Context: an optimization exercise on an open-source flow, tuned for small area, a short achievable clock period and few clock cycles. The choices shown serve that exercise and are no tape-out recipe. The RTL was checked by simulation tests, not by an equivalence proof against the original design. Power and IR drop assume default switching activity.

## config.mk

```make
export PLATFORM = sky130hd
export DESIGN_NAME = dither_mono
export DESIGN_NICKNAME = dither_mono
export VERILOG_FILES = /design/flow/design.v
export SDC_FILE = /design/flow/constraint.sdc
export NUM_CORES = 4
export LEC_CHECK = 0
export CAP_MARGIN = 20
export CORE_MARGIN = 2
export CORE_UTILIZATION = 40
export CTS_CLUSTER_DIAMETER = 60
export CTS_CLUSTER_SIZE = 25
export PLACE_DENSITY = 0.6
export SLEW_MARGIN = 20
```

## flow/run.sh

```bash
#!/bin/bash
# The standard layout, with every port buffered by a buf_4 instead of the
# default port buffer, and timing repair aiming for more setup slack than
# the clock period needs.
set -euo pipefail
export BUFFER_PORTS_ARGS="-buffer_cell sky130_fd_sc_hd__buf_4"
export SETUP_SLACK_MARGIN=9.3
bash standard.sh finish > flow_make.log 2>&1
```

## design.v

```verilog
module dither_mono #(
    parameter W = 32
) (
    input  wire        clk,
    input  wire        rst,
    input  wire        in_valid,
    output wire        in_ready,
    input  wire [15:0] in_pixel,
    input  wire        in_sof,
    input  wire [7:0]  cfg_thr,
    input  wire        cfg_dither,
    output wire        out_valid,
    input  wire        out_ready,
    output wire [7:0]  out_byte
);
    function [5:0] q7_off(input [6:0] s);
        case (s)
        7'd0: q7_off = 6'd0;
        7'd1: q7_off = 6'd0;
        7'd2: q7_off = 6'd0;
        7'd3: q7_off = 6'd1;
        7'd4: q7_off = 6'd1;
        7'd5: q7_off = 6'd2;
        7'd6: q7_off = 6'd2;
        7'd7: q7_off = 6'd3;
        7'd8: q7_off = 6'd3;
        7'd9: q7_off = 6'd3;
        7'd10: q7_off = 6'd4;
        7'd11: q7_off = 6'd4;
        7'd12: q7_off = 6'd5;
        7'd13: q7_off = 6'd5;
        7'd14: q7_off = 6'd6;
        7'd15: q7_off = 6'd6;
        7'd16: q7_off = 6'd7;
        7'd17: q7_off = 6'd7;
        7'd18: q7_off = 6'd7;
        7'd19: q7_off = 6'd8;
        7'd20: q7_off = 6'd8;
        7'd21: q7_off = 6'd9;
        7'd22: q7_off = 6'd9;
        7'd23: q7_off = 6'd10;
        7'd24: q7_off = 6'd10;
        7'd25: q7_off = 6'd10;
        7'd26: q7_off = 6'd11;
        7'd27: q7_off = 6'd11;
        7'd28: q7_off = 6'd12;
        7'd29: q7_off = 6'd12;
        7'd30: q7_off = 6'd13;
        7'd31: q7_off = 6'd13;
        7'd32: q7_off = 6'd14;
        7'd33: q7_off = 6'd14;
        7'd34: q7_off = 6'd14;
        7'd35: q7_off = 6'd15;
        7'd36: q7_off = 6'd15;
        7'd37: q7_off = 6'd16;
        7'd38: q7_off = 6'd16;
        7'd39: q7_off = 6'd17;
        7'd40: q7_off = 6'd17;
        7'd41: q7_off = 6'd17;
        7'd42: q7_off = 6'd18;
        7'd43: q7_off = 6'd18;
        7'd44: q7_off = 6'd19;
        7'd45: q7_off = 6'd19;
        7'd46: q7_off = 6'd20;
        7'd47: q7_off = 6'd20;
        7'd48: q7_off = 6'd21;
        7'd49: q7_off = 6'd21;
        7'd50: q7_off = 6'd21;
        7'd51: q7_off = 6'd22;
        7'd52: q7_off = 6'd22;
        7'd53: q7_off = 6'd23;
        7'd54: q7_off = 6'd23;
        7'd55: q7_off = 6'd24;
        7'd56: q7_off = 6'd24;
        7'd57: q7_off = 6'd24;
        7'd58: q7_off = 6'd25;
        7'd59: q7_off = 6'd25;
        7'd60: q7_off = 6'd26;
        7'd61: q7_off = 6'd26;
        7'd62: q7_off = 6'd27;
        7'd63: q7_off = 6'd27;
        7'd64: q7_off = 6'd36;
        7'd65: q7_off = 6'd36;
        7'd66: q7_off = 6'd36;
        7'd67: q7_off = 6'd37;
        7'd68: q7_off = 6'd37;
        7'd69: q7_off = 6'd38;
        7'd70: q7_off = 6'd38;
        7'd71: q7_off = 6'd39;
        7'd72: q7_off = 6'd39;
        7'd73: q7_off = 6'd39;
        7'd74: q7_off = 6'd40;
        7'd75: q7_off = 6'd40;
        7'd76: q7_off = 6'd41;
        7'd77: q7_off = 6'd41;
        7'd78: q7_off = 6'd42;
        7'd79: q7_off = 6'd42;
        7'd80: q7_off = 6'd43;
        7'd81: q7_off = 6'd43;
        7'd82: q7_off = 6'd43;
        7'd83: q7_off = 6'd44;
        7'd84: q7_off = 6'd44;
        7'd85: q7_off = 6'd45;
        7'd86: q7_off = 6'd45;
        7'd87: q7_off = 6'd46;
        7'd88: q7_off = 6'd46;
        7'd89: q7_off = 6'd46;
        7'd90: q7_off = 6'd47;
        7'd91: q7_off = 6'd47;
        7'd92: q7_off = 6'd48;
        7'd93: q7_off = 6'd48;
        7'd94: q7_off = 6'd49;
        7'd95: q7_off = 6'd49;
        7'd96: q7_off = 6'd50;
        7'd97: q7_off = 6'd50;
        7'd98: q7_off = 6'd50;
        7'd99: q7_off = 6'd51;
        7'd100: q7_off = 6'd51;
        7'd101: q7_off = 6'd52;
        7'd102: q7_off = 6'd52;
        7'd103: q7_off = 6'd53;
        7'd104: q7_off = 6'd53;
        7'd105: q7_off = 6'd53;
        7'd106: q7_off = 6'd54;
        7'd107: q7_off = 6'd54;
        7'd108: q7_off = 6'd55;
        7'd109: q7_off = 6'd55;
        7'd110: q7_off = 6'd56;
        7'd111: q7_off = 6'd56;
        7'd112: q7_off = 6'd57;
        7'd113: q7_off = 6'd57;
        7'd114: q7_off = 6'd57;
        7'd115: q7_off = 6'd58;
        7'd116: q7_off = 6'd58;
        7'd117: q7_off = 6'd59;
        7'd118: q7_off = 6'd59;
        7'd119: q7_off = 6'd60;
        7'd120: q7_off = 6'd60;
        7'd121: q7_off = 6'd60;
        7'd122: q7_off = 6'd61;
        7'd123: q7_off = 6'd61;
        7'd124: q7_off = 6'd62;
        7'd125: q7_off = 6'd62;
        7'd126: q7_off = 6'd63;
        7'd127: q7_off = 6'd63;
        endcase
    endfunction
    function [5:0] q7_on(input [6:0] s);
        case (s)
        7'd0: q7_on = 6'd36;
        7'd1: q7_on = 6'd36;
        7'd2: q7_on = 6'd37;
        7'd3: q7_on = 6'd37;
        7'd4: q7_on = 6'd38;
        7'd5: q7_on = 6'd38;
        7'd6: q7_on = 6'd39;
        7'd7: q7_on = 6'd39;
        7'd8: q7_on = 6'd39;
        7'd9: q7_on = 6'd40;
        7'd10: q7_on = 6'd40;
        7'd11: q7_on = 6'd41;
        7'd12: q7_on = 6'd41;
        7'd13: q7_on = 6'd42;
        7'd14: q7_on = 6'd42;
        7'd15: q7_on = 6'd43;
        7'd16: q7_on = 6'd43;
        7'd17: q7_on = 6'd43;
        7'd18: q7_on = 6'd44;
        7'd19: q7_on = 6'd44;
        7'd20: q7_on = 6'd45;
        7'd21: q7_on = 6'd45;
        7'd22: q7_on = 6'd46;
        7'd23: q7_on = 6'd46;
        7'd24: q7_on = 6'd46;
        7'd25: q7_on = 6'd47;
        7'd26: q7_on = 6'd47;
        7'd27: q7_on = 6'd48;
        7'd28: q7_on = 6'd48;
        7'd29: q7_on = 6'd49;
        7'd30: q7_on = 6'd49;
        7'd31: q7_on = 6'd50;
        7'd32: q7_on = 6'd50;
        7'd33: q7_on = 6'd50;
        7'd34: q7_on = 6'd51;
        7'd35: q7_on = 6'd51;
        7'd36: q7_on = 6'd52;
        7'd37: q7_on = 6'd52;
        7'd38: q7_on = 6'd53;
        7'd39: q7_on = 6'd53;
        7'd40: q7_on = 6'd53;
        7'd41: q7_on = 6'd54;
        7'd42: q7_on = 6'd54;
        7'd43: q7_on = 6'd55;
        7'd44: q7_on = 6'd55;
        7'd45: q7_on = 6'd56;
        7'd46: q7_on = 6'd56;
        7'd47: q7_on = 6'd57;
        7'd48: q7_on = 6'd57;
        7'd49: q7_on = 6'd57;
        7'd50: q7_on = 6'd58;
        7'd51: q7_on = 6'd58;
        7'd52: q7_on = 6'd59;
        7'd53: q7_on = 6'd59;
        7'd54: q7_on = 6'd60;
        7'd55: q7_on = 6'd60;
        7'd56: q7_on = 6'd60;
        7'd57: q7_on = 6'd61;
        7'd58: q7_on = 6'd61;
        7'd59: q7_on = 6'd62;
        7'd60: q7_on = 6'd62;
        7'd61: q7_on = 6'd63;
        7'd62: q7_on = 6'd63;
        7'd63: q7_on = 6'd0;
        7'd64: q7_on = 6'd0;
        7'd65: q7_on = 6'd0;
        7'd66: q7_on = 6'd1;
        7'd67: q7_on = 6'd1;
        7'd68: q7_on = 6'd2;
        7'd69: q7_on = 6'd2;
        7'd70: q7_on = 6'd3;
        7'd71: q7_on = 6'd3;
        7'd72: q7_on = 6'd3;
        7'd73: q7_on = 6'd4;
        7'd74: q7_on = 6'd4;
        7'd75: q7_on = 6'd5;
        7'd76: q7_on = 6'd5;
        7'd77: q7_on = 6'd6;
        7'd78: q7_on = 6'd6;
        7'd79: q7_on = 6'd7;
        7'd80: q7_on = 6'd7;
        7'd81: q7_on = 6'd7;
        7'd82: q7_on = 6'd8;
        7'd83: q7_on = 6'd8;
        7'd84: q7_on = 6'd9;
        7'd85: q7_on = 6'd9;
        7'd86: q7_on = 6'd10;
        7'd87: q7_on = 6'd10;
        7'd88: q7_on = 6'd10;
        7'd89: q7_on = 6'd11;
        7'd90: q7_on = 6'd11;
        7'd91: q7_on = 6'd12;
        7'd92: q7_on = 6'd12;
        7'd93: q7_on = 6'd13;
        7'd94: q7_on = 6'd13;
        7'd95: q7_on = 6'd14;
        7'd96: q7_on = 6'd14;
        7'd97: q7_on = 6'd14;
        7'd98: q7_on = 6'd15;
        7'd99: q7_on = 6'd15;
        7'd100: q7_on = 6'd16;
        7'd101: q7_on = 6'd16;
        7'd102: q7_on = 6'd17;
        7'd103: q7_on = 6'd17;
        7'd104: q7_on = 6'd17;
        7'd105: q7_on = 6'd18;
        7'd106: q7_on = 6'd18;
        7'd107: q7_on = 6'd19;
        7'd108: q7_on = 6'd19;
        7'd109: q7_on = 6'd20;
        7'd110: q7_on = 6'd20;
        7'd111: q7_on = 6'd21;
        7'd112: q7_on = 6'd21;
        7'd113: q7_on = 6'd21;
        7'd114: q7_on = 6'd22;
        7'd115: q7_on = 6'd22;
        7'd116: q7_on = 6'd23;
        7'd117: q7_on = 6'd23;
        7'd118: q7_on = 6'd24;
        7'd119: q7_on = 6'd24;
        7'd120: q7_on = 6'd24;
        7'd121: q7_on = 6'd25;
        7'd122: q7_on = 6'd25;
        7'd123: q7_on = 6'd26;
        7'd124: q7_on = 6'd26;
        7'd125: q7_on = 6'd27;
        7'd126: q7_on = 6'd27;
        7'd127: q7_on = 6'd28;
        endcase
    endfunction
    function [5:0] q5_off(input [6:0] s);
        case (s)
        7'd0: q5_off = 6'd0;
        7'd1: q5_off = 6'd0;
        7'd2: q5_off = 6'd0;
        7'd3: q5_off = 6'd0;
        7'd4: q5_off = 6'd1;
        7'd5: q5_off = 6'd1;
        7'd6: q5_off = 6'd1;
        7'd7: q5_off = 6'd2;
        7'd8: q5_off = 6'd2;
        7'd9: q5_off = 6'd2;
        7'd10: q5_off = 6'd3;
        7'd11: q5_off = 6'd3;
        7'd12: q5_off = 6'd3;
        7'd13: q5_off = 6'd4;
        7'd14: q5_off = 6'd4;
        7'd15: q5_off = 6'd4;
        7'd16: q5_off = 6'd5;
        7'd17: q5_off = 6'd5;
        7'd18: q5_off = 6'd5;
        7'd19: q5_off = 6'd5;
        7'd20: q5_off = 6'd6;
        7'd21: q5_off = 6'd6;
        7'd22: q5_off = 6'd6;
        7'd23: q5_off = 6'd7;
        7'd24: q5_off = 6'd7;
        7'd25: q5_off = 6'd7;
        7'd26: q5_off = 6'd8;
        7'd27: q5_off = 6'd8;
        7'd28: q5_off = 6'd8;
        7'd29: q5_off = 6'd9;
        7'd30: q5_off = 6'd9;
        7'd31: q5_off = 6'd9;
        7'd32: q5_off = 6'd10;
        7'd33: q5_off = 6'd10;
        7'd34: q5_off = 6'd10;
        7'd35: q5_off = 6'd10;
        7'd36: q5_off = 6'd11;
        7'd37: q5_off = 6'd11;
        7'd38: q5_off = 6'd11;
        7'd39: q5_off = 6'd12;
        7'd40: q5_off = 6'd12;
        7'd41: q5_off = 6'd12;
        7'd42: q5_off = 6'd13;
        7'd43: q5_off = 6'd13;
        7'd44: q5_off = 6'd13;
        7'd45: q5_off = 6'd14;
        7'd46: q5_off = 6'd14;
        7'd47: q5_off = 6'd14;
        7'd48: q5_off = 6'd15;
        7'd49: q5_off = 6'd15;
        7'd50: q5_off = 6'd15;
        7'd51: q5_off = 6'd15;
        7'd52: q5_off = 6'd16;
        7'd53: q5_off = 6'd16;
        7'd54: q5_off = 6'd16;
        7'd55: q5_off = 6'd17;
        7'd56: q5_off = 6'd17;
        7'd57: q5_off = 6'd17;
        7'd58: q5_off = 6'd18;
        7'd59: q5_off = 6'd18;
        7'd60: q5_off = 6'd18;
        7'd61: q5_off = 6'd19;
        7'd62: q5_off = 6'd19;
        7'd63: q5_off = 6'd19;
        7'd64: q5_off = 6'd44;
        7'd65: q5_off = 6'd44;
        7'd66: q5_off = 6'd44;
        7'd67: q5_off = 6'd44;
        7'd68: q5_off = 6'd45;
        7'd69: q5_off = 6'd45;
        7'd70: q5_off = 6'd45;
        7'd71: q5_off = 6'd46;
        7'd72: q5_off = 6'd46;
        7'd73: q5_off = 6'd46;
        7'd74: q5_off = 6'd47;
        7'd75: q5_off = 6'd47;
        7'd76: q5_off = 6'd47;
        7'd77: q5_off = 6'd48;
        7'd78: q5_off = 6'd48;
        7'd79: q5_off = 6'd48;
        7'd80: q5_off = 6'd49;
        7'd81: q5_off = 6'd49;
        7'd82: q5_off = 6'd49;
        7'd83: q5_off = 6'd49;
        7'd84: q5_off = 6'd50;
        7'd85: q5_off = 6'd50;
        7'd86: q5_off = 6'd50;
        7'd87: q5_off = 6'd51;
        7'd88: q5_off = 6'd51;
        7'd89: q5_off = 6'd51;
        7'd90: q5_off = 6'd52;
        7'd91: q5_off = 6'd52;
        7'd92: q5_off = 6'd52;
        7'd93: q5_off = 6'd53;
        7'd94: q5_off = 6'd53;
        7'd95: q5_off = 6'd53;
        7'd96: q5_off = 6'd54;
        7'd97: q5_off = 6'd54;
        7'd98: q5_off = 6'd54;
        7'd99: q5_off = 6'd54;
        7'd100: q5_off = 6'd55;
        7'd101: q5_off = 6'd55;
        7'd102: q5_off = 6'd55;
        7'd103: q5_off = 6'd56;
        7'd104: q5_off = 6'd56;
        7'd105: q5_off = 6'd56;
        7'd106: q5_off = 6'd57;
        7'd107: q5_off = 6'd57;
        7'd108: q5_off = 6'd57;
        7'd109: q5_off = 6'd58;
        7'd110: q5_off = 6'd58;
        7'd111: q5_off = 6'd58;
        7'd112: q5_off = 6'd59;
        7'd113: q5_off = 6'd59;
        7'd114: q5_off = 6'd59;
        7'd115: q5_off = 6'd59;
        7'd116: q5_off = 6'd60;
        7'd117: q5_off = 6'd60;
        7'd118: q5_off = 6'd60;
        7'd119: q5_off = 6'd61;
        7'd120: q5_off = 6'd61;
        7'd121: q5_off = 6'd61;
        7'd122: q5_off = 6'd62;
        7'd123: q5_off = 6'd62;
        7'd124: q5_off = 6'd62;
        7'd125: q5_off = 6'd63;
        7'd126: q5_off = 6'd63;
        7'd127: q5_off = 6'd63;
        endcase
    endfunction
    function [5:0] q5_on(input [6:0] s);
        case (s)
        7'd0: q5_on = 6'd44;
        7'd1: q5_on = 6'd44;
        7'd2: q5_on = 6'd44;
        7'd3: q5_on = 6'd45;
        7'd4: q5_on = 6'd45;
        7'd5: q5_on = 6'd45;
        7'd6: q5_on = 6'd46;
        7'd7: q5_on = 6'd46;
        7'd8: q5_on = 6'd46;
        7'd9: q5_on = 6'd47;
        7'd10: q5_on = 6'd47;
        7'd11: q5_on = 6'd47;
        7'd12: q5_on = 6'd48;
        7'd13: q5_on = 6'd48;
        7'd14: q5_on = 6'd48;
        7'd15: q5_on = 6'd49;
        7'd16: q5_on = 6'd49;
        7'd17: q5_on = 6'd49;
        7'd18: q5_on = 6'd49;
        7'd19: q5_on = 6'd50;
        7'd20: q5_on = 6'd50;
        7'd21: q5_on = 6'd50;
        7'd22: q5_on = 6'd51;
        7'd23: q5_on = 6'd51;
        7'd24: q5_on = 6'd51;
        7'd25: q5_on = 6'd52;
        7'd26: q5_on = 6'd52;
        7'd27: q5_on = 6'd52;
        7'd28: q5_on = 6'd53;
        7'd29: q5_on = 6'd53;
        7'd30: q5_on = 6'd53;
        7'd31: q5_on = 6'd54;
        7'd32: q5_on = 6'd54;
        7'd33: q5_on = 6'd54;
        7'd34: q5_on = 6'd54;
        7'd35: q5_on = 6'd55;
        7'd36: q5_on = 6'd55;
        7'd37: q5_on = 6'd55;
        7'd38: q5_on = 6'd56;
        7'd39: q5_on = 6'd56;
        7'd40: q5_on = 6'd56;
        7'd41: q5_on = 6'd57;
        7'd42: q5_on = 6'd57;
        7'd43: q5_on = 6'd57;
        7'd44: q5_on = 6'd58;
        7'd45: q5_on = 6'd58;
        7'd46: q5_on = 6'd58;
        7'd47: q5_on = 6'd59;
        7'd48: q5_on = 6'd59;
        7'd49: q5_on = 6'd59;
        7'd50: q5_on = 6'd59;
        7'd51: q5_on = 6'd60;
        7'd52: q5_on = 6'd60;
        7'd53: q5_on = 6'd60;
        7'd54: q5_on = 6'd61;
        7'd55: q5_on = 6'd61;
        7'd56: q5_on = 6'd61;
        7'd57: q5_on = 6'd62;
        7'd58: q5_on = 6'd62;
        7'd59: q5_on = 6'd62;
        7'd60: q5_on = 6'd63;
        7'd61: q5_on = 6'd63;
        7'd62: q5_on = 6'd63;
        7'd63: q5_on = 6'd0;
        7'd64: q5_on = 6'd0;
        7'd65: q5_on = 6'd0;
        7'd66: q5_on = 6'd0;
        7'd67: q5_on = 6'd1;
        7'd68: q5_on = 6'd1;
        7'd69: q5_on = 6'd1;
        7'd70: q5_on = 6'd2;
        7'd71: q5_on = 6'd2;
        7'd72: q5_on = 6'd2;
        7'd73: q5_on = 6'd3;
        7'd74: q5_on = 6'd3;
        7'd75: q5_on = 6'd3;
        7'd76: q5_on = 6'd4;
        7'd77: q5_on = 6'd4;
        7'd78: q5_on = 6'd4;
        7'd79: q5_on = 6'd5;
        7'd80: q5_on = 6'd5;
        7'd81: q5_on = 6'd5;
        7'd82: q5_on = 6'd5;
        7'd83: q5_on = 6'd6;
        7'd84: q5_on = 6'd6;
        7'd85: q5_on = 6'd6;
        7'd86: q5_on = 6'd7;
        7'd87: q5_on = 6'd7;
        7'd88: q5_on = 6'd7;
        7'd89: q5_on = 6'd8;
        7'd90: q5_on = 6'd8;
        7'd91: q5_on = 6'd8;
        7'd92: q5_on = 6'd9;
        7'd93: q5_on = 6'd9;
        7'd94: q5_on = 6'd9;
        7'd95: q5_on = 6'd10;
        7'd96: q5_on = 6'd10;
        7'd97: q5_on = 6'd10;
        7'd98: q5_on = 6'd10;
        7'd99: q5_on = 6'd11;
        7'd100: q5_on = 6'd11;
        7'd101: q5_on = 6'd11;
        7'd102: q5_on = 6'd12;
        7'd103: q5_on = 6'd12;
        7'd104: q5_on = 6'd12;
        7'd105: q5_on = 6'd13;
        7'd106: q5_on = 6'd13;
        7'd107: q5_on = 6'd13;
        7'd108: q5_on = 6'd14;
        7'd109: q5_on = 6'd14;
        7'd110: q5_on = 6'd14;
        7'd111: q5_on = 6'd15;
        7'd112: q5_on = 6'd15;
        7'd113: q5_on = 6'd15;
        7'd114: q5_on = 6'd15;
        7'd115: q5_on = 6'd16;
        7'd116: q5_on = 6'd16;
        7'd117: q5_on = 6'd16;
        7'd118: q5_on = 6'd17;
        7'd119: q5_on = 6'd17;
        7'd120: q5_on = 6'd17;
        7'd121: q5_on = 6'd18;
        7'd122: q5_on = 6'd18;
        7'd123: q5_on = 6'd18;
        7'd124: q5_on = 6'd19;
        7'd125: q5_on = 6'd19;
        7'd126: q5_on = 6'd19;
        7'd127: q5_on = 6'd20;
        endcase
    endfunction
    function [4:0] q3_off(input [6:0] s);
        case (s)
        7'd0: q3_off = 5'd0;
        7'd1: q3_off = 5'd0;
        7'd2: q3_off = 5'd0;
        7'd3: q3_off = 5'd0;
        7'd4: q3_off = 5'd0;
        7'd5: q3_off = 5'd0;
        7'd6: q3_off = 5'd1;
        7'd7: q3_off = 5'd1;
        7'd8: q3_off = 5'd1;
        7'd9: q3_off = 5'd1;
        7'd10: q3_off = 5'd1;
        7'd11: q3_off = 5'd2;
        7'd12: q3_off = 5'd2;
        7'd13: q3_off = 5'd2;
        7'd14: q3_off = 5'd2;
        7'd15: q3_off = 5'd2;
        7'd16: q3_off = 5'd3;
        7'd17: q3_off = 5'd3;
        7'd18: q3_off = 5'd3;
        7'd19: q3_off = 5'd3;
        7'd20: q3_off = 5'd3;
        7'd21: q3_off = 5'd3;
        7'd22: q3_off = 5'd4;
        7'd23: q3_off = 5'd4;
        7'd24: q3_off = 5'd4;
        7'd25: q3_off = 5'd4;
        7'd26: q3_off = 5'd4;
        7'd27: q3_off = 5'd5;
        7'd28: q3_off = 5'd5;
        7'd29: q3_off = 5'd5;
        7'd30: q3_off = 5'd5;
        7'd31: q3_off = 5'd5;
        7'd32: q3_off = 5'd6;
        7'd33: q3_off = 5'd6;
        7'd34: q3_off = 5'd6;
        7'd35: q3_off = 5'd6;
        7'd36: q3_off = 5'd6;
        7'd37: q3_off = 5'd6;
        7'd38: q3_off = 5'd7;
        7'd39: q3_off = 5'd7;
        7'd40: q3_off = 5'd7;
        7'd41: q3_off = 5'd7;
        7'd42: q3_off = 5'd7;
        7'd43: q3_off = 5'd8;
        7'd44: q3_off = 5'd8;
        7'd45: q3_off = 5'd8;
        7'd46: q3_off = 5'd8;
        7'd47: q3_off = 5'd8;
        7'd48: q3_off = 5'd9;
        7'd49: q3_off = 5'd9;
        7'd50: q3_off = 5'd9;
        7'd51: q3_off = 5'd9;
        7'd52: q3_off = 5'd9;
        7'd53: q3_off = 5'd9;
        7'd54: q3_off = 5'd10;
        7'd55: q3_off = 5'd10;
        7'd56: q3_off = 5'd10;
        7'd57: q3_off = 5'd10;
        7'd58: q3_off = 5'd10;
        7'd59: q3_off = 5'd11;
        7'd60: q3_off = 5'd11;
        7'd61: q3_off = 5'd11;
        7'd62: q3_off = 5'd11;
        7'd63: q3_off = 5'd11;
        7'd64: q3_off = 5'd20;
        7'd65: q3_off = 5'd20;
        7'd66: q3_off = 5'd20;
        7'd67: q3_off = 5'd20;
        7'd68: q3_off = 5'd20;
        7'd69: q3_off = 5'd20;
        7'd70: q3_off = 5'd21;
        7'd71: q3_off = 5'd21;
        7'd72: q3_off = 5'd21;
        7'd73: q3_off = 5'd21;
        7'd74: q3_off = 5'd21;
        7'd75: q3_off = 5'd22;
        7'd76: q3_off = 5'd22;
        7'd77: q3_off = 5'd22;
        7'd78: q3_off = 5'd22;
        7'd79: q3_off = 5'd22;
        7'd80: q3_off = 5'd23;
        7'd81: q3_off = 5'd23;
        7'd82: q3_off = 5'd23;
        7'd83: q3_off = 5'd23;
        7'd84: q3_off = 5'd23;
        7'd85: q3_off = 5'd23;
        7'd86: q3_off = 5'd24;
        7'd87: q3_off = 5'd24;
        7'd88: q3_off = 5'd24;
        7'd89: q3_off = 5'd24;
        7'd90: q3_off = 5'd24;
        7'd91: q3_off = 5'd25;
        7'd92: q3_off = 5'd25;
        7'd93: q3_off = 5'd25;
        7'd94: q3_off = 5'd25;
        7'd95: q3_off = 5'd25;
        7'd96: q3_off = 5'd26;
        7'd97: q3_off = 5'd26;
        7'd98: q3_off = 5'd26;
        7'd99: q3_off = 5'd26;
        7'd100: q3_off = 5'd26;
        7'd101: q3_off = 5'd26;
        7'd102: q3_off = 5'd27;
        7'd103: q3_off = 5'd27;
        7'd104: q3_off = 5'd27;
        7'd105: q3_off = 5'd27;
        7'd106: q3_off = 5'd27;
        7'd107: q3_off = 5'd28;
        7'd108: q3_off = 5'd28;
        7'd109: q3_off = 5'd28;
        7'd110: q3_off = 5'd28;
        7'd111: q3_off = 5'd28;
        7'd112: q3_off = 5'd29;
        7'd113: q3_off = 5'd29;
        7'd114: q3_off = 5'd29;
        7'd115: q3_off = 5'd29;
        7'd116: q3_off = 5'd29;
        7'd117: q3_off = 5'd29;
        7'd118: q3_off = 5'd30;
        7'd119: q3_off = 5'd30;
        7'd120: q3_off = 5'd30;
        7'd121: q3_off = 5'd30;
        7'd122: q3_off = 5'd30;
        7'd123: q3_off = 5'd31;
        7'd124: q3_off = 5'd31;
        7'd125: q3_off = 5'd31;
        7'd126: q3_off = 5'd31;
        7'd127: q3_off = 5'd31;
        endcase
    endfunction
    function [4:0] q3_on(input [6:0] s);
        case (s)
        7'd0: q3_on = 5'd20;
        7'd1: q3_on = 5'd20;
        7'd2: q3_on = 5'd20;
        7'd3: q3_on = 5'd20;
        7'd4: q3_on = 5'd20;
        7'd5: q3_on = 5'd21;
        7'd6: q3_on = 5'd21;
        7'd7: q3_on = 5'd21;
        7'd8: q3_on = 5'd21;
        7'd9: q3_on = 5'd21;
        7'd10: q3_on = 5'd22;
        7'd11: q3_on = 5'd22;
        7'd12: q3_on = 5'd22;
        7'd13: q3_on = 5'd22;
        7'd14: q3_on = 5'd22;
        7'd15: q3_on = 5'd23;
        7'd16: q3_on = 5'd23;
        7'd17: q3_on = 5'd23;
        7'd18: q3_on = 5'd23;
        7'd19: q3_on = 5'd23;
        7'd20: q3_on = 5'd23;
        7'd21: q3_on = 5'd24;
        7'd22: q3_on = 5'd24;
        7'd23: q3_on = 5'd24;
        7'd24: q3_on = 5'd24;
        7'd25: q3_on = 5'd24;
        7'd26: q3_on = 5'd25;
        7'd27: q3_on = 5'd25;
        7'd28: q3_on = 5'd25;
        7'd29: q3_on = 5'd25;
        7'd30: q3_on = 5'd25;
        7'd31: q3_on = 5'd26;
        7'd32: q3_on = 5'd26;
        7'd33: q3_on = 5'd26;
        7'd34: q3_on = 5'd26;
        7'd35: q3_on = 5'd26;
        7'd36: q3_on = 5'd26;
        7'd37: q3_on = 5'd27;
        7'd38: q3_on = 5'd27;
        7'd39: q3_on = 5'd27;
        7'd40: q3_on = 5'd27;
        7'd41: q3_on = 5'd27;
        7'd42: q3_on = 5'd28;
        7'd43: q3_on = 5'd28;
        7'd44: q3_on = 5'd28;
        7'd45: q3_on = 5'd28;
        7'd46: q3_on = 5'd28;
        7'd47: q3_on = 5'd29;
        7'd48: q3_on = 5'd29;
        7'd49: q3_on = 5'd29;
        7'd50: q3_on = 5'd29;
        7'd51: q3_on = 5'd29;
        7'd52: q3_on = 5'd29;
        7'd53: q3_on = 5'd30;
        7'd54: q3_on = 5'd30;
        7'd55: q3_on = 5'd30;
        7'd56: q3_on = 5'd30;
        7'd57: q3_on = 5'd30;
        7'd58: q3_on = 5'd31;
        7'd59: q3_on = 5'd31;
        7'd60: q3_on = 5'd31;
        7'd61: q3_on = 5'd31;
        7'd62: q3_on = 5'd31;
        7'd63: q3_on = 5'd0;
        7'd64: q3_on = 5'd0;
        7'd65: q3_on = 5'd0;
        7'd66: q3_on = 5'd0;
        7'd67: q3_on = 5'd0;
        7'd68: q3_on = 5'd0;
        7'd69: q3_on = 5'd1;
        7'd70: q3_on = 5'd1;
        7'd71: q3_on = 5'd1;
        7'd72: q3_on = 5'd1;
        7'd73: q3_on = 5'd1;
        7'd74: q3_on = 5'd2;
        7'd75: q3_on = 5'd2;
        7'd76: q3_on = 5'd2;
        7'd77: q3_on = 5'd2;
        7'd78: q3_on = 5'd2;
        7'd79: q3_on = 5'd3;
        7'd80: q3_on = 5'd3;
        7'd81: q3_on = 5'd3;
        7'd82: q3_on = 5'd3;
        7'd83: q3_on = 5'd3;
        7'd84: q3_on = 5'd3;
        7'd85: q3_on = 5'd4;
        7'd86: q3_on = 5'd4;
        7'd87: q3_on = 5'd4;
        7'd88: q3_on = 5'd4;
        7'd89: q3_on = 5'd4;
        7'd90: q3_on = 5'd5;
        7'd91: q3_on = 5'd5;
        7'd92: q3_on = 5'd5;
        7'd93: q3_on = 5'd5;
        7'd94: q3_on = 5'd5;
        7'd95: q3_on = 5'd6;
        7'd96: q3_on = 5'd6;
        7'd97: q3_on = 5'd6;
        7'd98: q3_on = 5'd6;
        7'd99: q3_on = 5'd6;
        7'd100: q3_on = 5'd6;
        7'd101: q3_on = 5'd7;
        7'd102: q3_on = 5'd7;
        7'd103: q3_on = 5'd7;
        7'd104: q3_on = 5'd7;
        7'd105: q3_on = 5'd7;
        7'd106: q3_on = 5'd8;
        7'd107: q3_on = 5'd8;
        7'd108: q3_on = 5'd8;
        7'd109: q3_on = 5'd8;
        7'd110: q3_on = 5'd8;
        7'd111: q3_on = 5'd9;
        7'd112: q3_on = 5'd9;
        7'd113: q3_on = 5'd9;
        7'd114: q3_on = 5'd9;
        7'd115: q3_on = 5'd9;
        7'd116: q3_on = 5'd9;
        7'd117: q3_on = 5'd10;
        7'd118: q3_on = 5'd10;
        7'd119: q3_on = 5'd10;
        7'd120: q3_on = 5'd10;
        7'd121: q3_on = 5'd10;
        7'd122: q3_on = 5'd11;
        7'd123: q3_on = 5'd11;
        7'd124: q3_on = 5'd11;
        7'd125: q3_on = 5'd11;
        7'd126: q3_on = 5'd11;
        7'd127: q3_on = 5'd12;
        endcase
    endfunction
    function [3:0] q1_off(input [6:0] s);
        case (s)
        7'd0: q1_off = 4'd0;
        7'd1: q1_off = 4'd1;
        7'd2: q1_off = 4'd2;
        7'd3: q1_off = 4'd2;
        7'd4: q1_off = 4'd2;
        7'd5: q1_off = 4'd2;
        7'd6: q1_off = 4'd2;
        7'd7: q1_off = 4'd1;
        7'd8: q1_off = 4'd2;
        7'd9: q1_off = 4'd3;
        7'd10: q1_off = 4'd2;
        7'd11: q1_off = 4'd2;
        7'd12: q1_off = 4'd2;
        7'd13: q1_off = 4'd2;
        7'd14: q1_off = 4'd2;
        7'd15: q1_off = 4'd3;
        7'd16: q1_off = 4'd1;
        7'd17: q1_off = 4'd2;
        7'd18: q1_off = 4'd3;
        7'd19: q1_off = 4'd3;
        7'd20: q1_off = 4'd3;
        7'd21: q1_off = 4'd3;
        7'd22: q1_off = 4'd3;
        7'd23: q1_off = 4'd2;
        7'd24: q1_off = 4'd3;
        7'd25: q1_off = 4'd4;
        7'd26: q1_off = 4'd3;
        7'd27: q1_off = 4'd3;
        7'd28: q1_off = 4'd3;
        7'd29: q1_off = 4'd3;
        7'd30: q1_off = 4'd3;
        7'd31: q1_off = 4'd4;
        7'd32: q1_off = 4'd2;
        7'd33: q1_off = 4'd3;
        7'd34: q1_off = 4'd4;
        7'd35: q1_off = 4'd4;
        7'd36: q1_off = 4'd4;
        7'd37: q1_off = 4'd4;
        7'd38: q1_off = 4'd4;
        7'd39: q1_off = 4'd3;
        7'd40: q1_off = 4'd4;
        7'd41: q1_off = 4'd5;
        7'd42: q1_off = 4'd4;
        7'd43: q1_off = 4'd4;
        7'd44: q1_off = 4'd4;
        7'd45: q1_off = 4'd4;
        7'd46: q1_off = 4'd4;
        7'd47: q1_off = 4'd5;
        7'd48: q1_off = 4'd3;
        7'd49: q1_off = 4'd4;
        7'd50: q1_off = 4'd5;
        7'd51: q1_off = 4'd5;
        7'd52: q1_off = 4'd5;
        7'd53: q1_off = 4'd5;
        7'd54: q1_off = 4'd5;
        7'd55: q1_off = 4'd4;
        7'd56: q1_off = 4'd5;
        7'd57: q1_off = 4'd6;
        7'd58: q1_off = 4'd5;
        7'd59: q1_off = 4'd5;
        7'd60: q1_off = 4'd5;
        7'd61: q1_off = 4'd5;
        7'd62: q1_off = 4'd5;
        7'd63: q1_off = 4'd6;
        7'd64: q1_off = 4'd12;
        7'd65: q1_off = 4'd13;
        7'd66: q1_off = 4'd14;
        7'd67: q1_off = 4'd14;
        7'd68: q1_off = 4'd14;
        7'd69: q1_off = 4'd14;
        7'd70: q1_off = 4'd14;
        7'd71: q1_off = 4'd13;
        7'd72: q1_off = 4'd14;
        7'd73: q1_off = 4'd15;
        7'd74: q1_off = 4'd14;
        7'd75: q1_off = 4'd14;
        7'd76: q1_off = 4'd14;
        7'd77: q1_off = 4'd14;
        7'd78: q1_off = 4'd14;
        7'd79: q1_off = 4'd15;
        7'd80: q1_off = 4'd13;
        7'd81: q1_off = 4'd14;
        7'd82: q1_off = 4'd15;
        7'd83: q1_off = 4'd15;
        7'd84: q1_off = 4'd15;
        7'd85: q1_off = 4'd15;
        7'd86: q1_off = 4'd15;
        7'd87: q1_off = 4'd14;
        7'd88: q1_off = 4'd15;
        7'd89: q1_off = 4'd0;
        7'd90: q1_off = 4'd15;
        7'd91: q1_off = 4'd15;
        7'd92: q1_off = 4'd15;
        7'd93: q1_off = 4'd15;
        7'd94: q1_off = 4'd15;
        7'd95: q1_off = 4'd0;
        7'd96: q1_off = 4'd14;
        7'd97: q1_off = 4'd15;
        7'd98: q1_off = 4'd0;
        7'd99: q1_off = 4'd0;
        7'd100: q1_off = 4'd0;
        7'd101: q1_off = 4'd0;
        7'd102: q1_off = 4'd0;
        7'd103: q1_off = 4'd15;
        7'd104: q1_off = 4'd0;
        7'd105: q1_off = 4'd1;
        7'd106: q1_off = 4'd0;
        7'd107: q1_off = 4'd0;
        7'd108: q1_off = 4'd0;
        7'd109: q1_off = 4'd0;
        7'd110: q1_off = 4'd0;
        7'd111: q1_off = 4'd1;
        7'd112: q1_off = 4'd15;
        7'd113: q1_off = 4'd0;
        7'd114: q1_off = 4'd1;
        7'd115: q1_off = 4'd1;
        7'd116: q1_off = 4'd1;
        7'd117: q1_off = 4'd1;
        7'd118: q1_off = 4'd1;
        7'd119: q1_off = 4'd0;
        7'd120: q1_off = 4'd1;
        7'd121: q1_off = 4'd2;
        7'd122: q1_off = 4'd1;
        7'd123: q1_off = 4'd1;
        7'd124: q1_off = 4'd1;
        7'd125: q1_off = 4'd1;
        7'd126: q1_off = 4'd1;
        7'd127: q1_off = 4'd2;
        endcase
    endfunction
    function [3:0] q1_on(input [6:0] s);
        case (s)
        7'd0: q1_on = 4'd13;
        7'd1: q1_on = 4'd14;
        7'd2: q1_on = 4'd14;
        7'd3: q1_on = 4'd14;
        7'd4: q1_on = 4'd14;
        7'd5: q1_on = 4'd14;
        7'd6: q1_on = 4'd13;
        7'd7: q1_on = 4'd14;
        7'd8: q1_on = 4'd15;
        7'd9: q1_on = 4'd14;
        7'd10: q1_on = 4'd14;
        7'd11: q1_on = 4'd14;
        7'd12: q1_on = 4'd14;
        7'd13: q1_on = 4'd14;
        7'd14: q1_on = 4'd15;
        7'd15: q1_on = 4'd13;
        7'd16: q1_on = 4'd14;
        7'd17: q1_on = 4'd15;
        7'd18: q1_on = 4'd15;
        7'd19: q1_on = 4'd15;
        7'd20: q1_on = 4'd15;
        7'd21: q1_on = 4'd15;
        7'd22: q1_on = 4'd14;
        7'd23: q1_on = 4'd15;
        7'd24: q1_on = 4'd0;
        7'd25: q1_on = 4'd15;
        7'd26: q1_on = 4'd15;
        7'd27: q1_on = 4'd15;
        7'd28: q1_on = 4'd15;
        7'd29: q1_on = 4'd15;
        7'd30: q1_on = 4'd0;
        7'd31: q1_on = 4'd14;
        7'd32: q1_on = 4'd15;
        7'd33: q1_on = 4'd0;
        7'd34: q1_on = 4'd0;
        7'd35: q1_on = 4'd0;
        7'd36: q1_on = 4'd0;
        7'd37: q1_on = 4'd0;
        7'd38: q1_on = 4'd15;
        7'd39: q1_on = 4'd0;
        7'd40: q1_on = 4'd1;
        7'd41: q1_on = 4'd0;
        7'd42: q1_on = 4'd0;
        7'd43: q1_on = 4'd0;
        7'd44: q1_on = 4'd0;
        7'd45: q1_on = 4'd0;
        7'd46: q1_on = 4'd1;
        7'd47: q1_on = 4'd15;
        7'd48: q1_on = 4'd0;
        7'd49: q1_on = 4'd1;
        7'd50: q1_on = 4'd1;
        7'd51: q1_on = 4'd1;
        7'd52: q1_on = 4'd1;
        7'd53: q1_on = 4'd1;
        7'd54: q1_on = 4'd0;
        7'd55: q1_on = 4'd1;
        7'd56: q1_on = 4'd2;
        7'd57: q1_on = 4'd1;
        7'd58: q1_on = 4'd1;
        7'd59: q1_on = 4'd1;
        7'd60: q1_on = 4'd1;
        7'd61: q1_on = 4'd1;
        7'd62: q1_on = 4'd2;
        7'd63: q1_on = 4'd0;
        7'd64: q1_on = 4'd1;
        7'd65: q1_on = 4'd2;
        7'd66: q1_on = 4'd2;
        7'd67: q1_on = 4'd2;
        7'd68: q1_on = 4'd2;
        7'd69: q1_on = 4'd2;
        7'd70: q1_on = 4'd1;
        7'd71: q1_on = 4'd2;
        7'd72: q1_on = 4'd3;
        7'd73: q1_on = 4'd2;
        7'd74: q1_on = 4'd2;
        7'd75: q1_on = 4'd2;
        7'd76: q1_on = 4'd2;
        7'd77: q1_on = 4'd2;
        7'd78: q1_on = 4'd3;
        7'd79: q1_on = 4'd1;
        7'd80: q1_on = 4'd2;
        7'd81: q1_on = 4'd3;
        7'd82: q1_on = 4'd3;
        7'd83: q1_on = 4'd3;
        7'd84: q1_on = 4'd3;
        7'd85: q1_on = 4'd3;
        7'd86: q1_on = 4'd2;
        7'd87: q1_on = 4'd3;
        7'd88: q1_on = 4'd4;
        7'd89: q1_on = 4'd3;
        7'd90: q1_on = 4'd3;
        7'd91: q1_on = 4'd3;
        7'd92: q1_on = 4'd3;
        7'd93: q1_on = 4'd3;
        7'd94: q1_on = 4'd4;
        7'd95: q1_on = 4'd2;
        7'd96: q1_on = 4'd3;
        7'd97: q1_on = 4'd4;
        7'd98: q1_on = 4'd4;
        7'd99: q1_on = 4'd4;
        7'd100: q1_on = 4'd4;
        7'd101: q1_on = 4'd4;
        7'd102: q1_on = 4'd3;
        7'd103: q1_on = 4'd4;
        7'd104: q1_on = 4'd5;
        7'd105: q1_on = 4'd4;
        7'd106: q1_on = 4'd4;
        7'd107: q1_on = 4'd4;
        7'd108: q1_on = 4'd4;
        7'd109: q1_on = 4'd4;
        7'd110: q1_on = 4'd5;
        7'd111: q1_on = 4'd3;
        7'd112: q1_on = 4'd4;
        7'd113: q1_on = 4'd5;
        7'd114: q1_on = 4'd5;
        7'd115: q1_on = 4'd5;
        7'd116: q1_on = 4'd5;
        7'd117: q1_on = 4'd5;
        7'd118: q1_on = 4'd4;
        7'd119: q1_on = 4'd5;
        7'd120: q1_on = 4'd6;
        7'd121: q1_on = 4'd5;
        7'd122: q1_on = 4'd5;
        7'd123: q1_on = 4'd5;
        7'd124: q1_on = 4'd5;
        7'd125: q1_on = 4'd5;
        7'd126: q1_on = 4'd6;
        7'd127: q1_on = 4'd4;
        endcase
    endfunction
    function [7:0] ks8(input [7:0] a, input [7:0] b);
        reg [7:0] p, g, pp, gg;
        integer   i, d;
        begin
            p  = a ^ b;
            g  = a & b;
            pp = p;
            gg = g;
            for (d = 1; d < 8; d = d * 2)
                for (i = 7; i >= d; i = i - 1) begin
                    gg[i] = gg[i] | (pp[i] & gg[i-d]);
                    pp[i] = pp[i] & pp[i-d];
                end
            ks8 = p ^ {gg[6:0], 1'b0};
        end
    endfunction
    function [5:0] intensity(input [15:0] p);
        reg [5:0] a, b, c;
        reg       ab, cb, ac;
        begin
            a  = {p[4:0], 1'b0};
            b  = p[10:5];
            c  = {p[15:11], 1'b0};
            ab = a > b;
            cb = c > b;
            ac = p[4:0] > p[15:11];
            if (ac)
                intensity = ab ? a : b;
            else
                intensity = cb ? c : b;
        end
    endfunction
    wire       f1_go, f2_go, x_go;
    wire       pb_wr;
    wire       g_valid_n, fr_valid_n, x_sure_n;
    wire              a_we;
    wire [4:0]        a_wpos;
    wire signed [6:0] a_wdata;
    reg        in_ready_r;
    reg        iv;
    reg [15:0] ipix;
    reg        isof, idith;
    reg [5:0]  ithr;
    wire acc_in = in_valid & in_ready_r;
    assign in_ready = in_ready_r;
    always @(posedge clk) begin
        if (~iv | pb_wr) begin
            ipix  <= in_pixel;
            isof  <= in_sof;
            ithr  <= cfg_thr[7:2];
            idith <= cfg_dither;
        end
    end
    reg [5:0]  pb [0:31];
    reg [5:0]  cnt;           
    reg [5:0]  cr;            
    reg [4:0]  wx;            
    reg        w_wdir;        
    reg        w_rdir;        
    reg        w_odd, w_first, w_dith;
    reg [5:0]  w_t6;
    reg [4:0]  rk;            
    assign     pb_wr    = iv & (~cnt[5] | f1_go);
    wire       w_new    = (wx == 5'd0);
    wire       wdir_eff = w_new ? w_rdir : w_wdir;
    wire [4:0] wp       = wx ^ {5{wdir_eff}};
    wire       iv_n     = acc_in | (iv & ~pb_wr);
    wire       w_row    = pb_wr & w_new;
    wire       w_odd_n  = w_row ? (~isof & ~w_odd) : w_odd;
    wire       w_first_n = w_row ? isof : w_first;
    wire       w_dith_n = (w_row & isof) ? idith : w_dith;
    wire [5:0] w_t6_n   = (w_row & isof) ? ithr : w_t6;
    wire       w_rdir_n = (w_row & ~isof) ? (w_rdir ^ ~w_odd) : w_rdir;
    wire [5:0] cnt_n    = cnt + {5'd0, pb_wr} - {5'd0, f1_go};
    wire       full_n   = (cnt[5] & (pb_wr | ~f1_go)) | ((cnt == 6'd31) & pb_wr & ~f1_go);
    wire       f1_sure_n = ~g_valid_n | ~fr_valid_n | x_sure_n;
    always @(posedge clk) begin
        if (pb_wr)
            pb[wp] <= intensity(ipix);
    end
    always @(posedge clk) begin
        if (rst) begin
            in_ready_r <= 1'b1;
            iv         <= 1'b0;
            cnt        <= 6'd0;
            cr         <= 6'd0;
            wx         <= 5'd0;
            w_rdir     <= 1'b0;
            w_wdir     <= 1'b0;
            w_odd      <= 1'b1;
        end else begin
            in_ready_r <= ~iv_n | ~full_n | f1_sure_n;
            iv         <= iv_n;
            cnt        <= cnt_n;
            cr         <= cr + {5'd0, pb_wr} - {(f1_go & (rk == 5'd31)), 5'd0};
            if (pb_wr)
                wx <= wx + 5'd1;
            if (w_row)
                w_wdir <= w_rdir;
            w_odd   <= w_odd_n;
            w_first <= w_first_n;
            w_dith  <= w_dith_n;
            w_t6    <= w_t6_n;
            w_rdir  <= w_rdir_n;
        end
    end
    reg        rs;            
    reg        r_odd, r_zero, r_dith, r_rdir;
    reg [5:0]  r_t6;
    reg [4:0]  rp_r, fx_r;    
    wire       rs_n   = f1_go ? (rk == 5'd31) : rs;
    wire       f_odd  = r_odd;
    wire       f_zero = r_zero;
    wire       f_dith = r_dith;
    wire [5:0] f_t6   = r_t6;
    wire [4:0] rp     = rp_r;
    wire [4:0] fx     = fx_r;
    wire       avail  = f_odd ? cr[5] : (cnt != 6'd0);
    reg signed [6:0]  el [0:31];   
    wire [5:0]        v      = pb[rp];
    wire signed [6:0] el_rd  = (a_we && a_wpos == fx) ? a_wdata : el[fx];
    reg               g_valid;
    reg [5:0]         g_v;
    reg signed [6:0]  g_tv;        
    reg signed [6:0]  g_el;
    reg [4:0]         g_x;
    reg               g_rs, g_last, g_zero, g_dith, g_odd;
    assign f1_go     = avail & (~g_valid | f2_go);
    assign g_valid_n = f1_go | (g_valid & ~f2_go);
    always @(posedge clk) begin
        if (rst) begin
            rk      <= 5'd0;
            rs      <= 1'b1;
            g_valid <= 1'b0;
        end else begin
            if (f1_go)
                rk <= rk + 5'd1;
            rs <= rs_n;
            if (rs_n) begin
                r_odd  <= w_odd_n;
                r_zero <= w_first_n | ~w_dith_n;
                r_dith <= w_dith_n;
                r_rdir <= w_rdir_n;
                r_t6   <= w_t6_n;
                rp_r   <= {5{w_rdir_n}};
                fx_r   <= {5{w_odd_n}};
            end else if (f1_go) begin
                rp_r <= r_rdir ? rp_r - 5'd1 : rp_r + 5'd1;
                fx_r <= r_odd  ? fx_r - 5'd1 : fx_r + 5'd1;
            end
            g_valid <= g_valid_n;
        end
        if (f1_go) begin
            g_v    <= v;
            g_tv   <= ~ks8({2'b11, ~f_t6}, {2'b00, v});    
            g_el   <= el_rd;
            g_x    <= fx;
            g_rs   <= rs;
            g_last <= (rk == 5'd31);
            g_zero <= f_zero;
            g_dith <= f_dith;
            g_odd  <= f_odd;
        end else if (a_we && a_wpos == g_x) begin
            g_el   <= a_wdata;
        end
    end
    reg               fr_valid;
    reg [6:0]         fr_b0;      
    reg signed [7:0]  fr_t;       
    reg               fr_dith, fr_odd, fr_last, fr_rs;
    reg [4:0]         fr_x;
    reg signed [5:0]  accA;        
    reg signed [3:0]  accB;        
    wire signed [5:0] accA_n;
    wire signed [3:0] accB_n;
    wire              caseA = fr_valid;
    wire signed [6:0] err0  = caseA ? {{3{accB_n[3]}}, accB_n} : {accA_n[5], accA_n};
    wire signed [6:0] errl  = (a_we && a_wpos == g_x) ? a_wdata : g_el;
    wire signed [6:0] err   = g_zero ? 7'sd0 : (g_rs ? err0 : errl);
    wire signed [7:0] base  = ks8({2'b00, g_v}, {err[6], err});
    assign f2_go      = g_valid & (~fr_valid | x_go);
    assign fr_valid_n = f2_go | (fr_valid & ~x_go);
    always @(posedge clk) begin
        if (rst)
            fr_valid <= 1'b0;
        else
            fr_valid <= fr_valid_n;
        if (f2_go) begin
            fr_b0   <= base[6:0];
            fr_t    <= ~ks8(~{g_tv[6], g_tv}, {err[6], err});    
            fr_dith <= g_dith;
            fr_odd  <= g_odd;
            fr_last <= g_last;
            fr_rs   <= g_rs;
            fr_x    <= g_x;
        end
    end
    reg signed [5:0]  carry;
    wire [7:0]        s0w  = ks8({1'b0, fr_b0}, {{2{carry[5]}}, carry});
    wire [6:0]        s0   = s0w[6:0];
    wire              on   = carry > fr_t;
    wire [5:0]        q7   = on ? q7_on(s0) : q7_off(s0);
    wire [5:0]        q5   = on ? q5_on(s0) : q5_off(s0);
    wire              sel_q5 = g_valid & ~g_zero;
    reg  [31:0] dec;
    reg  [3:0]  pend;
    reg  [1:0]  nb;
    reg         ov;
    reg  [7:0]  ob;
    reg         pxg_r;        
    reg         nbx_r;        
    wire        cap       = ~ov & pend[nb];
    wire [1:0]  xg        = fr_x[4:3];
    wire        dec_block = pxg_r & (ov | ~nbx_r);
    wire        bdone     = fr_odd ? (fr_x[2:0] == 3'd0) : (fr_x[2:0] == 3'd7);
    wire [3:0]  pend_n    = (pend & ~(cap ? (4'd1 << nb) : 4'd0))
                          | ((x_go & bdone) ? (4'd1 << xg) : 4'd0);
    wire [1:0]  xg_n      = f2_go ? g_x[4:3] : xg;
    assign x_go = fr_valid & ~dec_block;
    assign x_sure_n = ~pend_n[xg_n] | (~(cap | ov) & (nb + {1'b0, cap} == xg_n));
    reg               er_valid, er_rs;
    reg [4:0]         er_wpos;
    reg signed [4:0]  er_q3;
    reg signed [5:0]  er_q5;
    reg signed [3:0]  er_q1;
    always @(posedge clk) begin
        if (rst) begin
            carry    <= 6'sd0;
            er_valid <= 1'b0;
            pend     <= 4'd0;
            pxg_r    <= 1'b0;
            nbx_r    <= 1'b0;
            nb       <= 2'd0;
            ov       <= 1'b0;
        end else begin
            if (x_go) begin
                if (fr_last | ~fr_dith)
                    carry <= (fr_last & sel_q5) ? q5 : 6'sd0;
                else
                    carry <= q7;
            end
            er_valid <= x_go;
            pend <= pend_n;
            pxg_r <= pend_n[xg_n];
            nbx_r <= (nb + {1'b0, cap} == xg_n);
            if (cap)
                nb <= nb + 2'd1;
            ov <= cap | (ov & ~out_ready);
        end
        if (x_go) begin
            dec[fr_x] <= on;
            er_rs     <= fr_rs;
            er_wpos   <= fr_odd ? fr_x + 5'd1 : fr_x - 5'd1;
            er_q3     <= on ? q3_on(s0) : q3_off(s0);
            er_q5     <= q5;
            er_q1     <= on ? q1_on(s0) : q1_off(s0);
        end
        if (cap)
            ob <= dec[nb*8 +: 8];
    end
    assign out_valid = ov;
    assign out_byte  = ob;
    assign a_we    = er_valid & ~er_rs;
    assign a_wpos  = er_wpos;
    wire [7:0] a_sum3 = ks8({{2{accA[5]}}, accA}, {{3{er_q3[4]}}, er_q3});
    wire [7:0] a_sum5 = ks8({{4{accB[3]}}, accB}, {{2{er_q5[5]}}, er_q5});
    assign a_wdata = a_sum3[6:0];
    assign accA_n  = er_valid ? (er_rs ? er_q5 : a_sum5[5:0]) : accA;
    assign accB_n  = er_valid ? er_q1 : accB;
    always @(posedge clk) begin
        accA <= accA_n;
        accB <= accB_n;
        if (a_we)
            el[a_wpos] <= a_wdata;
    end
endmodule
```

## standard.sh

```bash
#!/bin/bash
# synth_recipe.tcl (not shown) runs the flow's synth.tcl, then flattens the netlist and writes it again
# the make line also repeats each setting of config.mk as NAME=value (left out here)
make -C /OpenROAD-flow-scripts/flow DESIGN_CONFIG=/design/flow/config.mk WORK_HOME=/design/flow/orfs CLKGATE_MAP_FILE= SYNTH_SCRIPT=/design/flow/synth_recipe.tcl "${@:-finish}"
```

## constraint.sdc

```tcl
create_clock -name core_clock -period 13.0 [get_ports {clk}]
set_input_delay 2.6000 -clock core_clock [delete_from_list [all_inputs] [get_ports {clk}]]
set_output_delay 2.6000 -clock core_clock [all_outputs]
set_load 0.01 [all_outputs]
```

==> results of run 1 <==
==> kinds of logic (layout without fill, tap and decap cells) <==
group	Yosys count	count (layout)	synth area share (%)
flip-flops	648	648	61.7
AND/OR/NAND/NOR	471	472	7.06
AO/OA/AOI/OAI	412	413	8.82
buffers and inverters	217	294	2.83
multiplexers	196	196	12.4
adder cells (fa/ha/maj)	120	120	5.17
XOR/XNOR	70	70	2.02
==> sequential cells by signal, summed over array words and instances (netlist names), 6 cells and up, named ones only <==
| name | cells |
|---|---|
| ob | 8 |
| fr_t | 8 |
| g_tv | 7 |
| carry | 6 |
| w_t6 | 6 |
| cnt | 6 |
| er_q5 | 6 |
| g_el | 7 |
| fr_b0 | 7 |
| r_t6 | 6 |
| pb | 192 |
| ipix | 16 |
| el | 224 |
| dec | 32 |
| ithr | 6 |
| accA | 6 |
| g_v | 6 |
| cr | 6 |
==> metal layers <==
metal | global-route usage [%] | share of wire (%)
met4 | 4.15 | 2.0
met3 | 2.10 | 4.4
met1 | 23.4 | 44
met2 | 28.8 | 49
met5 | 0 | 0
==> cell usage after synthesis (5+ instances only) <==
cell type / count / share of area [%]
o21bai_1: 13 / 0.32
mux2i_1: 28 / 0.92
buf_1: 22 / 0.27
nand2b_1: 14 / 0.29
edfxtp_1: 575 / 57
mux4_2: 141 / 10
nor2_1: 172 / 2.1
o21ai_0: 71 / 1.2
nor2b_1: 27 / 0.56
nand2_1: 135 / 1.7
buf_2: 18 / 0.30
nand3b_1: 5 / 0.12
inv_1: 105 / 1.3
a22oi_1: 7 / 0.17
and3_1: 8 / 0.16
a211o_1: 6 / 0.17
o221ai_1: 8 / 0.23
nor3_1: 29 / 0.48
a22o_1: 22 / 0.63
a21oi_1: 127 / 2.1
o211ai_1: 16 / 0.40
nor3b_1: 5 / 0.12
o21a_1: 9 / 0.22
a211oi_1: 19 / 0.47
xor2_1: 24 / 0.69
nand3_1: 31 / 0.51
o21ai_1: 6 / 0.099
a31oi_1: 22 / 0.45
or3_1: 6 / 0.12
fa_1: 10 / 0.66
a21o_1: 25 / 0.62
or2_2: 8 / 0.16
o22ai_1: 13 / 0.27
ha_1: 107 / 4.4
a221oi_1: 8 / 0.23
dfxtp_1: 73 / 4.8
clkbuf_1: 64 / 0.79
mux2_2: 27 / 1.0
xnor2_1: 46 / 1.3
and2_1: 9 / 0.19
nand4_1: 7 / 0.14
==> power breakdown <==
part,internal (mW),switching (mW)
logic,1.52,2.26
registers,2.92,0.225
clock network,0.779,0.847
==> what timing repair did <==
| item | 4_1_cts | 5_1_grt |
|---|---|---|
| cloned | 1 | 2 |
| setup endpoints to repair | 257 | 29 |
| endpoints found under the hold margin | 0 | 0 |
| setup buffers | 7 | 16 |
| pin swaps | 0 | 5 |
| resized for setup | 77 | 34 |
==> layout by cell type, fill, tap and decap left out, types with 8 or more instances in the layout <==
| cell type | count |
|---|---|
| nand3_1 | 31 |
| and2_1 | 9 |
| mux2i_1 | 28 |
| o21ai_0 | 69 |
| a21oi_1 | 113 |
| buf_4 | 74 |
| a21o_1 | 25 |
| o21a_1 | 8 |
| mux4_2 | 141 |
| inv_8 | 9 |
| mux2_2 | 27 |
| a221oi_1 | 8 |
| ha_1 | 105 |
| o21bai_1 | 13 |
| inv_1 | 102 |
| nand2b_1 | 13 |
| nor2_1 | 139 |
| o22ai_1 | 13 |
| dfxtp_1 | 66 |
| a22o_1 | 22 |
| clkbuf_16 | 50 |
| or2_2 | 9 |
| nor3_1 | 29 |
| nand2_1 | 134 |
| xor2_1 | 24 |
| fa_1 | 9 |
| xnor2_1 | 41 |
| a211oi_1 | 17 |
| o211ai_1 | 16 |
| a21oi_2 | 14 |
| edfxtp_1 | 575 |
| nor2b_1 | 26 |
| nor2_2 | 33 |
| buf_6 | 12 |
| a31oi_1 | 22 |
==> area by class of cell <==
cell class	count	area share [%]
Clock buffer	54	3.74
Inverter	108	1.24
Clock inverter	37	1.39
Sequential cell	648	55.0
Tap cell	978	3.59
Timing Repair Buffer	95	2.53
Multi-Input combinational cell	1271	32.5
==> path summary, 6_finish.rpt <==
path              cells past startpoint  slack, ns     start           to
setup / recovery                      1       9.26     ob[6]  out_byte[6]
hold / removal                        0       0.42     fr_rs        er_rs
setup reg to reg                     12       9.31  fr_b0[0]     carry[4]
hold reg to reg                       0       0.42     fr_rs        er_rs
==> impl_summary.log, run 1 <==
INFO  metric outcome = timing/DRC/antenna clean
INFO  metric drive_above_1_share = roughly a fifth
INFO  metric total_power = ~8.6 mW
INFO  metric numCtsBuffers = roughly 50
INFO  metric synth.net_count = 2281
INFO  metric worstPathCellList = buf_6
INFO  metric synth.yosys.seq_area_share = 61.7%
INFO  metric hold-worst-slack = about 0.42 ns
INFO  metric sequential_cell_area = around 19000 µm²
INFO  metric core.rowCount = between 100 and 150
INFO  metric fin_setup_tns = 0 ns
INFO  metric vias_per_cell = roughly 5.6
INFO  metric place_ws = around 8.5 ns
INFO  metric initialDrtViolationCount = 1612
INFO  metric post-route-min-period = between 3 and 4 ns
INFO  metric critical-path-top-delay-family = flip-flops
INFO  metric power_density = between 200 and 300 nW/µm²
INFO  metric timing.final.ws_setup = about 9 ns
INFO  metric number_of_synthesized_flops_with_an_enable_pin = 575
INFO  metric ys_types = 80
INFO  metric worst_pin_slew = roughly 1.0 ns
INFO  metric port_buffers = 37
INFO  metric grt_pass1_vias = 17.8k
INFO  metric worst_slew_margin_rel = 33.6%
INFO  metric ant_nets = 0
INFO  metric worst_clock_skew = about 0.052 ns
INFO  metric timing.critical_path.from_type = flop
INFO  metric finalHoldViolCount = 0
INFO  metric crit_path_top_delay_cell = edfxtp_1
INFO  metric grt_antenna_before_repair = 0
INFO  metric maximum_number_of_pins_on_one_net_before_global_route_repair = 57
INFO  metric timing.critical_path.fanout_max = 1
INFO  metric clk-insertion-delay-late = approximately 0.64 ns
INFO  metric final_nets = roughly 2.3k
INFO  metric postLayoutCellArea = 34100 µm²
INFO  metric cp-end-kind = output pin
INFO  metric syn_inst = ~2.1k
INFO  metric final_core_util = between 40 and 50%
INFO  metric worstPathRequired = approximately 10 ns
INFO  metric ctsHoldBuffers = 0
INFO  metric cts_sinks = ~650
INFO  metric start_to_end_type_of_the_worst_setup_path = reg -> out
INFO  metric share_of_the_cycle_needed_by_the_critical_path_after_routing = between 20% and 30%
INFO  metric drt_pass1_iterations = 5
INFO  metric synth_top_flop_cell = edfxtp_1
INFO  metric worstHoldPathType = reg -> reg
INFO  metric gp_congestion = slightly above 0.9
INFO  metric floorplan.initialDensity = about two fifths
INFO  metric n_antenna_cell = 0
INFO  metric timing.critical_path.buf_inv = 1
INFO  metric detailed_place_hpwl = between 40000 and 50000 µm
INFO  metric die_height = about 280 µm
INFO  metric tritoncts = built
INFO  metric pin_count = 40
INFO  metric die_width = approximately 280 µm
INFO  metric area_growth_syn_to_fin = 12.3%
INFO  metric synthesized_cell_area = between 30000 and 40000 µm²
INFO  metric count_of_state_elements_after_synthesis = about 650
INFO  metric cts.htree.levels = 2
INFO  metric cell_area_after_placement = 31800 µm²
INFO  metric rsz0062_at_grt = yes
INFO  metric timing.critical_path.arrival = about 1.1 ns
INFO  metric synthArstFlopShare = 0%
INFO  metric grt_use_total = 17.0%
INFO  metric irDropWorstVdd = between 0.15 and 0.2 mV
INFO  metric post_synth.cell_area_avg = about 14 µm²
INFO  metric remaining_drc_errors = 0
INFO  metric grt_pass1_wl = around 100000 µm
INFO  metric filler_cell_count = 6649
INFO  metric drv.max_cap_violation_count = 0
INFO  metric total_congestion_overflow = 0
INFO  metric clk_root_buffer_cell = clkbuf_16
INFO  metric clkTransAtPathRegs = 0.08 ns
INFO  metric clock_path_buffers = 3
INFO  metric routed-via-count = ~18k
INFO  metric drv_slew = 0
INFO  metric routed_wirelength = 67400 µm
INFO  metric synth-warning-count = 1
INFO  metric area_used_by_multi_input_combinational_logic = around 11000 µm²
INFO  metric final-setup-viol-count = 0
INFO  metric dp.cells = between 3k and 4k
INFO  metric final_cell_count_no_fill = 3191
INFO  metric maximum_achievable_frequency = ~270 MHz
INFO  metric critical-path-max-stage-delay = approximately 0.39 ns
INFO  metric power.static_leakage = 11.8 nW
INFO  metric drt-wirelength-per-cell = around 21 µm
INFO  metric fp.dieArea = around 78000 µm²
INFO  metric placeable_core_region = around 76000 µm²
Testbench counts, summed over its fixed seeds: cycles 20,640.
==> run 2, diff against run 1 <==
--- a/flow/run.sh
+++ b/flow/run.sh
@@ -4,5 +4,5 @@
 # the clock period needs.
 set -euo pipefail
 export BUFFER_PORTS_ARGS="-buffer_cell sky130_fd_sc_hd__buf_4"
-export SETUP_SLACK_MARGIN=9.3
+export SETUP_SLACK_MARGIN=9.6
 bash standard.sh finish > flow_make.log 2>&1
--- a/config.mk
+++ b/config.mk
@@ -7,8 +7,8 @@
 export LEC_CHECK = 0
 export CAP_MARGIN = 20
 export CORE_MARGIN = 2
-export CORE_UTILIZATION = 40
+export CORE_UTILIZATION = 60
 export CTS_CLUSTER_DIAMETER = 60
 export CTS_CLUSTER_SIZE = 25
-export PLACE_DENSITY = 0.6
+export PLACE_DENSITY = 0.7
 export SLEW_MARGIN = 20
==> impl_summary.log, run 2 <==
INFO  metric synth.top_cells.by_area = edfxtp_1, mux4_2, dfxtp_1
INFO  metric grt_pass1_vias = between 15k and 20k
INFO  metric worst_slew_margin_rel = 31.7%
INFO  metric start_to_end_type_of_the_worst_setup_path = reg -> out
INFO  metric timing.critical_path.fanout_max = 1
INFO  metric detailed_place_hpwl = 42300 µm
INFO  metric placeable_core_region = 50100 µm²
INFO  metric drt_pass1_iterations = 5
INFO  metric fp.dieArea = around 52000 µm²
INFO  metric p_sw_share = approximately 39%
INFO  metric timing.critical_path.buf_inv = 1
INFO  metric numCtsBuffers = between 40 and 50
INFO  metric n_antenna_cell = 0
INFO  metric timing.critical_path.from_type = flop
INFO  metric synthArstFlopShare = 0%
INFO  metric drv.max_cap_violation_count = 0
INFO  metric critical-path-top-delay-family = flip-flops
INFO  metric maximum_number_of_pins_on_one_net_before_global_route_repair = 57
INFO  metric die_height = 229 µm
INFO  metric finalHoldViolCount = 0
INFO  metric pin_count = 40
INFO  metric synth_top_flop_cell = edfxtp_1
INFO  metric synth_top_area_cell = edfxtp_1
INFO  metric drt-wirelength-per-cell = about 23 µm
INFO  metric power_density = about 260 nW/µm²
INFO  metric synth.net_count = approximately 2.3k
INFO  metric final_cell_mix = edfxtp_1, mux4_2, nor2_1
INFO  metric number_of_synthesized_flops_with_an_enable_pin = ~580
INFO  metric fin_setup_tns = 0 ns
INFO  metric irDropWorstVdd = ~0.17 mV
INFO  metric clock_power_share = roughly 17%
INFO  metric area_growth_syn_to_fin = 12.0%
INFO  metric initialDrtViolationCount = roughly 1.9k
INFO  metric post_synth.cell_area_avg = 14.2 µm²
INFO  metric port_buffers = 37
INFO  metric maximum_achievable_frequency = between 200 and 300 MHz
INFO  metric synthMostInstantiatedCell = edfxtp_1
INFO  metric outcome = timing/DRC/antenna clean
INFO  metric tritoncts = built
INFO  metric die_width = 229 µm
INFO  metric worstPathCellList = buf_6
INFO  metric critical-path-max-stage-delay = 0.40 ns
INFO  metric rsz0062_at_grt = yes
INFO  metric synth-warning-count = 1
INFO  metric drv_slew = 0
INFO  metric timing.critical_path.arrival = roughly 1.1 ns
INFO  metric worst_clock_skew = around 0.024 ns
INFO  metric largest-register = el
INFO  metric filler_cell_count = approximately 3.5k
==> run 2: worst paths after layout <==
path / from / end / slack [ns] / cells after the start
max: ob[0] / out_byte[0] / 9.29 / 1
min: g_odd / fr_odd / 0.42 / 0
max reg2reg: er_q5[0] / fr_t[7] / 9.62 / 17
min reg2reg: g_odd / fr_odd / 0.42 / 0
==> run 2: final cells by class <==
type                            count  area [µm²]  area share [%]
Clock inverter                     31         393            1.16
Sequential cell                   648       18700            55.2
Inverter                          108         418            1.23
Tap cell                          672         841            2.47
Clock buffer                       43        1080            3.17
Multi-Input combinational cell   1274       11400            33.4
Timing Repair Buffer              125        1160            3.41
==> run 2: cells by family (layout without fill, tap and decap cells) <==
group	count (synthesis)	count (layout)	synth area share, %
flip-flops	648	648	61.7
AND/OR/NAND/NOR	471	473	7.06
AO/OA/AOI/OAI	412	413	8.82
buffers and inverters	217	307	2.83
multiplexers	196	196	12.4
adder cells (fa/ha/maj)	120	120	5.17
XOR/XNOR	70	72	2.02
==> run 2: power groups by stage <==
stage / logic, mW / registers [mW] / clock network (mW)
after global routing: 4.43 / 3.16 / 1.54
final: 4.11 / 3.13 / 1.44
after floorplan: 2.65 / 3.05 / 0
after detailed placement: 3.54 / 3.18 / 0
after global placement: 3.45 / 3.17 / 0
after CTS: 3.85 / 3.13 / 1.47
==> run 2: timing repair <==
item / CTS / global route
pin swaps: 9 / 28
setup buffers: 27 / 25
setup endpoints to repair: 303 / 82
hold buffers: 0 / 0
gates cloned: 6 / 5
hold endpoints to repair: 0 / 0
resized for setup: 100 / 56
==> run 2: layer usage <==
metal	routed length (µm)	vias to the layer above	GRT usage, %	share of wire [%]
met5	0	-	0	0
met4	2090	0	7.51	3.1
met3	4400	146	3.69	6.5
met2	33900	715	43.9	50
met1	27700	9215	35.8	41
li1	-	8311	-	-
==> run 2: through the flow <==
step / cell area [µm²] / setup slack (ns) / util [%] / hold slack (ns) / cells
3_5_place_dp: 31400 / 8.66 / 62.7 / 0.411 / 2764
4_1_cts: 33500 / 9.25 / 66.9 / 0.425 / 2871
2_1_floorplan: 30500 / 9.60 / - / 0.400 / 2134
6_report: 34000 / 9.29 / 67.9 / 0.424 / 2901
3_3_place_gp: 31400 / 8.69 / 62.7 / 0.404 / 2764
5_1_grt: 34000 / 9.22 / 67.9 / 0.444 / 2901

[what the ideal ports hide]
The results above use ideal ports. As a check the final layouts listed here were re-extracted and re-timed, cells and wires unchanged.
Step 1 assumes that a clkbuf_16 drives the clock port and a buf_2 every other input.
Step 2 moves the port delays by t, midway between the first and last clock arrival at a register: inputs arrive t later, outputs are due t later. That takes back most of the time a late clock gives input paths.
Slacks: ideal ports / drivers / drivers and shift; pairs: ideal ports / drivers.
run	t (ns)	setup WS [ns]	worst setup path after step 2	clock arrival spread, ns	pins driven straight from the clock port
run 1	0.684	9.257 / 9.191 / 8.763	input to register	0.052 / 0.052	1
run 2	0.644	9.285 / 9.229 / 9.089	input to register	0.024 / 0.024	1
After both steps setup and hold are still met in every run listed. The setup slack of run 1, which loses most, moves by -0.066 ns with the drivers and by -0.494 ns with both steps.
